Context: an optimization exercise on an open-source flow, tuned for small area. The choices shown serve that exercise and are no tape-out recipe.
Only simulation tests tie the RTL to the original design; equivalence was not proved.
No activity file was given, so power comes from the tool's default toggle rates. No driver is modelled on the clock port, so clocking that relies on it looks cheaper here than on a real chip.

==> run M: inputs <==
// led_encoder
module led_encoder (
    input  wire       clk,
    input  wire       rst,         
    input  wire       wr_en,       
    input  wire [5:0] wr_idx,
    input  wire       wr_gamma,    
    input  wire [7:0] wr_r,
    input  wire [7:0] wr_g,
    input  wire [7:0] wr_b,
    input  wire       update,      
    output wire       ready,       
    output wire       line_en,     
    output wire       line         
);
    localparam integer L = 64;
    wire [7:0] gam_r, gam_g, gam_b;
    gamma_rom_r u_gam_r (.idx(wr_r), .val(gam_r));
    gamma_rom_g u_gam_g (.idx(wr_g), .val(gam_g));
    gamma_rom_b u_gam_b (.idx(wr_b), .val(gam_b));
    wire [23:0] wdata = wr_gamma ? {gam_g, gam_r, gam_b} : {wr_g, wr_r, wr_b};
    reg        in_flight;
    reg  [5:0] phase;       
    reg  [2:0] bit_cnt;     
    reg  [4:0] byte_cnt;    
    reg  [6:0] grp;         
    assign ready   = ~in_flight;
    assign line_en = in_flight;
    wire last_bit  = (bit_cnt == 3'd7);
    wire last_byte = (byte_cnt == 5'd23);
    wire last_grp  = (grp == 7'd66);
    always @(posedge clk) begin
        if (rst) begin
            in_flight <= 1'b0;
            phase     <= 6'd0;
        end else begin
            phase <= phase + 6'd1;
            if (!in_flight) begin
                if (update)
                    in_flight <= 1'b1;
            end else if (last_bit && last_byte && last_grp) begin
                in_flight <= 1'b0;
            end
  ...
==> module led_encoder, before the edit <==
module led_encoder (
    input  wire       clk,
    input  wire       rst,         
    input  wire       wr_en,       
    input  wire [5:0] wr_idx,
    input  wire       wr_gamma,    
    input  wire [7:0] wr_r,
    input  wire [7:0] wr_g,
    input  wire [7:0] wr_b,
    input  wire       update,      
    output wire       ready,       
    output wire       line_en,     
    output wire       line         
);
    localparam integer L = 64;
    wire [7:0] gam_r, gam_g, gam_b;
    gamma_rom_r u_gam_r (.idx(wr_r), .val(gam_r));
    gamma_rom_g u_gam_g (.idx(wr_g), .val(gam_g));
    gamma_rom_b u_gam_b (.idx(wr_b), .val(gam_b));
    wire [23:0] wdata = wr_gamma ? {gam_g, gam_r, gam_b} : {wr_g, wr_r, wr_b};
    reg        in_flight;
    reg  [5:0] phase;       
    reg  [2:0] bit_cnt;     
    reg  [4:0] byte_cnt;    
    reg  [6:0] grp;         
    assign ready   = ~in_flight;
    assign line_en = in_flight;
    wire last_bit  = (bit_cnt == 3'd7);
    wire last_byte = (byte_cnt == 5'd23);
    wire last_grp  = (grp == 7'd66);
    always @(posedge clk) begin
        if (rst) begin
            in_flight <= 1'b0;
            phase     <= 6'd0;
        end else begin
            phase <= phase + 6'd1;
            if (!in_flight) begin
                if (update)
                    in_flight <= 1'b1;
            end else if (last_bit && last_byte && last_grp) begin
                in_flight <= 1'b0;
            end
        end
    end
    always @(posedge clk) begin
        if (!in_flight) begin
            bit_cnt  <= 3'd0;
            byte_cnt <= 5'd0;
            grp      <= 7'd0;
        end else begin
            bit_cnt <= bit_cnt + 3'd1;
            if (last_bit) begin
                if (last_byte) begin
                    byte_cnt <= 5'd0;
                    grp      <= grp + 7'd1;
                end else begin
                    byte_cnt <= byte_cnt + 5'd1;
                end
            end
        end
    end
    reg  [24*L-1:0] rd;        
    reg  [L-1:0] rf;           
    wire       wr_ok = wr_en & ~in_flight;
    wire [5:0] wpos  = wr_idx + phase;
    wire [7:0] dec_hi = wr_ok ? (8'd1 << wpos[5:3]) : 8'd0;
    wire [7:0] dec_lo = 8'd1 << wpos[2:0];
    wire [23:0] wdata_n = ~wdata;
    genvar p;
    generate
        for (p = 0; p < L; p = p + 1) begin : g_ring
            localparam integer N = (p + 1) % L;
            wire        sel, seln;
            dec_nand u_dn (.a(dec_hi[p / 8]), .b(dec_lo[p % 8]), .y(seln));
            dec_inv  u_di (.a(seln), .y(sel));
            wire [23:0] src = (p % 2 == 0) ? wdata : wdata_n;
            wire [23:0] nxt;
            genvar b;
            for (b = 0; b < 24; b = b + 1) begin : g_bit
                ring_bit u_st (.q(rd[24*p + b]), .sel(sel), .seln(seln), .d(src[b]), .y(nxt[b]));
            end
            always @(posedge clk) begin
                rd[24*N +: 24] <= nxt;
                if (p % 2 == 0)
                    rf[N] <= ~((sel | rf[p]) & ~rst);
                else
                    rf[N] <= ~((rf[p] & ~sel) | rst);
            end
        end
    endgenerate
    reg  [23:0] cur;
    reg         cur_f;
    reg         nxt_f;
    wire [5:0] cap_pos  = grp[5:0] + phase;
    wire       pass_nxt = in_flight & (cap_pos == 6'd0) & byte_cnt[4];
    wire       pass_cur = in_flight & (cap_pos == 6'd1) & (byte_cnt[4:3] == 2'b01);
    always @(posedge clk) begin
        if (pass_nxt) begin
            cur[23:8] <= rd[23:8];
            nxt_f     <= rf[0];
        end
        if (pass_cur)
            cur[7:0] <= rd[7:0];
    end
    always @(posedge clk) begin
        if (rst || !in_flight)
            cur_f <= 1'b0;
        else if (last_bit && last_byte)
            cur_f <= (pass_nxt ? rf[0] : nxt_f) & ~grp[6];    
    end
    wire cur_bit = cur[5'd23 - byte_cnt];
    reg  sym_bit;
    always @(*) begin
        case (bit_cnt)
            3'd0, 3'd1, 3'd2: sym_bit = 1'b1;
            3'd3, 3'd4:       sym_bit = cur_bit;
            default:          sym_bit = 1'b0;
        endcase
    end
    assign line = cur_f & sym_bit;
endmodule
==> module dec_nand, before the edit <==
module dec_nand (
    input  wire a,
    input  wire b,
    output wire y
);
    assign y = ~(a & b);
endmodule
==> module dec_inv, before the edit <==
module dec_inv (
    input  wire a,
    output wire y
);
    assign y = ~a;
endmodule
export LEC_CHECK = 0
export CAP_MARGIN = 20
export CORE_MARGIN = 2
export CORE_UTILIZATION = 65
export SLEW_MARGIN = 20
export SYNTH_HIERARCHICAL = 1
export SYNTH_MINIMUM_KEEP_SIZE = 0
create_clock -name core_clock -period 20.0 [get_ports {clk}]
standard.sh (not shown) runs the stock make flow with config.mk's settings and CLKGATE_MAP_FILE= SYNTH_SCRIPT=/design/flow/synth_recipe.tcl, a recipe that flattens the netlist after the stock synthesis.
==> flow/flow/run.sh <==
#!/bin/bash
# The standard layout flow, with clock tree synthesis arguments of its own
# (larger sink clusters, no dummy clock loads) and the smallest buffer on
# the ports.
export CTS_ARGS="-sink_clustering_enable -repair_clock_nets -sink_clustering_size 30 -sink_clustering_max_diameter 60 -dont_use_dummy_load"
export BUFFER_PORTS_ARGS="-buffer_cell sky130_fd_sc_hd__buf_1"
bash standard.sh > standard.log 2>&1
==> inputs of run E, as changes to run M <==
--- a/flow/design.v
+++ b/flow/design.v
@@ -622,18 +622,15 @@
     reg  [L-1:0] rf;           
     wire       wr_ok = wr_en & ~in_flight;
     wire [5:0] wpos  = wr_idx + phase;
-    wire [7:0] dec_hi = wr_ok ? (8'd1 << wpos[5:3]) : 8'd0;
-    wire [7:0] dec_lo = 8'd1 << wpos[2:0];
     wire [23:0] wdata_n = ~wdata;
     genvar p;
     generate
         for (p = 0; p < L; p = p + 1) begin : g_ring
             localparam integer N = (p + 1) % L;
-            wire        sel, seln;
-            dec_nand u_dn (.a(dec_hi[p / 8]), .b(dec_lo[p % 8]), .y(seln));
-            dec_inv  u_di (.a(seln), .y(sel));
+            wire        sel = wr_ok & (wpos == p);
             wire [23:0] src = (p % 2 == 0) ? wdata : wdata_n;
             wire [23:0] nxt;
+            wire        seln = ~sel;
             genvar b;
             for (b = 0; b < 24; b = b + 1) begin : g_bit
                 ring_bit u_st (.q(rd[24*p + b]), .sel(sel), .seln(seln), .d(src[b]), .y(nxt[b]));
@@ -687,16 +684,3 @@
 );
     assign y = ~((q | sel) & (d | seln));
 endmodule
-module dec_nand (
-    input  wire a,
-    input  wire b,
-    output wire y
-);
-    assign y = ~(a & b);
-endmodule
-module dec_inv (
-    input  wire a,
-    output wire y
-);
-    assign y = ~a;
-endmodule
==> flow/run.sh (new file) <==
#!/bin/bash
# synth_recipe.tcl (not shown) runs the flow's synth.tcl, then flattens the netlist and writes it again
# the make line also repeats each setting of config.mk as NAME=value (left out here)
make -C /OpenROAD-flow-scripts/flow DESIGN_CONFIG=/design/flow/config.mk WORK_HOME=/design/flow/orfs CLKGATE_MAP_FILE= SYNTH_SCRIPT=/design/flow/synth_recipe.tcl finish
- CTS_CLUSTER_DIAMETER: not set -> 50
- CTS_CLUSTER_SIZE: not set -> 24
removed: flow/flow/run.sh
removed: flow/standard.sh
==> qor summary <==
| item | run E | run M |
|---|---|---|
| Run status | finished clean | finished clean |
| Final-layout clock buffer total | 125 | 78 |
| Plain + repair buffers | 121 | 122 |
| Clock network contribution to total cell area | 7.30% | 3.76% |
| Start of the worst register-to-register path | phase[1] | phase[0] |
| Max frequency | 107 MHz | 112 MHz |
| Average detailed-routed wire length per instance | 26.9 microns | 26.5 microns |
| Area of all placed cells without fillers | 0.0541 sq mm | 0.0519 sq mm |
| Fraction of synthesized area in multiplexers | 0.952% | 0.930% |
| Insertion delay of the later-clocked pin in the worst-skew pair | 700 ps | 670 ps |
| Peak VDD IR | 0.000123 V | 0.000114 V |
| Number of DRC markers after the initial detailed-route iteration | 4,458 | 3,952 |
| FF-to-FF End | rd[1060] | rd[1042] |
| Global-route track usage on met1 | 51.6% | 51.0% |
| Net count after synthesis | 4,165 | 4,178 |
| Switching component of the power | 2.18 mW | 1.91 mW |
| Area of placed instances | 0.0502 sq mm | 0.0500 sq mm |
| Pleak | 20.7 nW | 19.9 nW |
| Post-layout net count | 4,373 | 4,362 |
| Worst Hold End | rf[58] | rd[513] |
| Rel. slew slack | 26.4% | 16.9% |
| Fillers | 4,806 | 5,228 |
| R2R setup slack | 15,140 ps | 15,300 ps |
| Combinational power share | 13.4% | 14.8% |
| Synth Cell Area | 0.0477 sq mm | 0.0478 sq mm |


==> job 4857: inputs <==
led_encoder, a different RTL version from the one above (not shown whole).
==> flow/design.v (excerpt) <==
module led_encoder (
    input  wire       clk,
    input  wire       rst,         
    input  wire       wr_en,       
    input  wire [5:0] wr_idx,
    input  wire       wr_gamma,    
    input  wire [7:0] wr_r,
    input  wire [7:0] wr_g,
    input  wire [7:0] wr_b,
    input  wire       update,      
    output wire       ready,       
    output wire       line_en,     
    output wire       line         
);
    localparam integer L = 64;
    wire [7:0] gam_r, gam_g, gam_b;
    gamma_rom_r u_gam_r (.idx(wr_r), .val(gam_r));
    gamma_rom_g u_gam_g (.idx(wr_g), .val(gam_g));
    gamma_rom_b u_gam_b (.idx(wr_b), .val(gam_b));
    wire [23:0] wdata = wr_gamma ? {gam_g, gam_r, gam_b} : {wr_g, wr_r, wr_b};
    reg        in_flight;
    reg  [5:0] phase;       
    reg  [2:0] bit_cnt;     
    reg  [4:0] byte_cnt;    
    reg  [6:0] grp;         
    assign ready   = ~in_flight;
    assign line_en = in_flight;
    wire last_bit  = (bit_cnt == 3'd7);
    wire last_byte = (byte_cnt == 5'd23);
    wire last_grp  = (grp == 7'd66);
    always @(posedge clk) begin
        if (rst) begin
            in_flight <= 1'b0;
            phase     <= 6'd0;
        end else begin
            phase <= phase + 6'd1;
            if (!in_flight) begin
                if (update)
                    in_flight <= 1'b1;
            end else if (last_bit && last_byte && last_grp) begin
                in_flight <= 1'b0;
            end
        end
    end
    always @(posedge clk) begin
        if (!in_flight) begin
            bit_cnt  <= 3'd0;
            byte_cnt <= 5'd0;
            grp      <= 7'd0;
        end else begin
            bit_cnt <= bit_cnt + 3'd1;
            if (last_bit) begin
                if (last_byte) begin
                    byte_cnt <= 5'd0;
                    grp      <= grp + 7'd1;
                end else begin
                    byte_cnt <= byte_cnt + 5'd1;
                end
            end
        end
    end
    reg  [24*L-1:0] rd;        
    reg  [L-1:0]    rf;        
  ...
Settings: LEC_CHECK=0, CAP_MARGIN=20, CORE_MARGIN=2, CORE_UTILIZATION=65, SLEW_MARGIN=20, SYNTH_HIERARCHICAL=1, SYNTH_MINIMUM_KEEP_SIZE=0; clock period 20.0 ns.
==> flow/flow/run.sh <==
#!/bin/bash
# The standard layout flow, with clock tree synthesis arguments of its own
# (larger sink clusters, no dummy clock loads) and the smallest buffer on
# the ports.
export CTS_ARGS="-sink_clustering_enable -repair_clock_nets -sink_clustering_size 32 -sink_clustering_max_diameter 65 -dont_use_dummy_load"
export BUFFER_PORTS_ARGS="-buffer_cell sky130_fd_sc_hd__buf_1"
bash standard.sh > standard.log 2>&1
==> job 4324 (differences from job 4857) <==
==> flow/flow/run.sh (replaced) <==
#!/bin/bash
# The standard layout flow, with clock tree synthesis arguments of its own
# (larger sink clusters, no dummy clock loads) and the smallest buffer on
# the ports.
export CTS_ARGS="-sink_clustering_enable -repair_clock_nets -sink_clustering_size 30 -sink_clustering_max_diameter 60 -dont_use_dummy_load"
export BUFFER_PORTS_ARGS="-buffer_cell sky130_fd_sc_hd__buf_1"
bash standard.sh > standard.log 2>&1
==> qor summary <==
metric	job 4857	job 4324
Total iterations of the first detailed-routing run	15	12
Outcome	no timing/DRC/antenna violations	no timing/DRC/antenna violations
Sequential portion of the cell area	66.9%	66.3%
Highest layer used for signal routing	met5	met4
Buffer share of cell area	2.33%	2.34%
Fraction of layout instances using a drive strength above 1	7.05%	7.52%
Fraction of power consumed by the clock network	21.7%	23.8%
Signal buffers	173	174
Via count of the routed design	33700	33900
Utilization of the core after routing	71.0%	71.6%
Sequential Power Share	66.5%	64.7%
Area growth syn-to-layout	8.40%	9.34%
Clock buffers created by TritonCTS	61	78
Post-route cell area	50600 sq um	51100 sq um

re-timing with driven ports:
No port has a modelled driver above. Below, the same layouts with a new extraction and two added sets of constraints. Step 1: set_driving_cell puts a clkbuf_16 on clk and a buf_2 on each other input, an assumption about the parent block. Step 2 adds t to the input delays and takes it off the output delays; t is the mean of the earliest and latest rising clock arrival at the registers after step 1. Input paths then give back, and output paths get back, about the clock's delay inside the block. a / b / c = ideal ports / drivers / drivers and shift; a / b = the first two.
run | t (ns) | setup slack, ns | clock arrival spread, ns | worst slew at a driven data input, ns
run M | 0.695 | 11.081 / 11.120 / 10.426 | 0.110 / 0.111 | 0.05
run E | 0.762 | 10.635 / 10.684 / 9.922 | 0.054 / 0.053 | 0.15
job 4857 | 0.708 | 10.774 / 10.816 / 10.108 | 0.140 / 0.140 | 0.08
job 4324 | 0.699 | 10.756 / 10.798 / 10.099 | 0.109 / 0.110 | 0.08
After both steps setup and hold are still met in every run listed. The setup slack of run E, which loses most, moves by +0.049 ns with the drivers and by -0.713 ns with both steps.
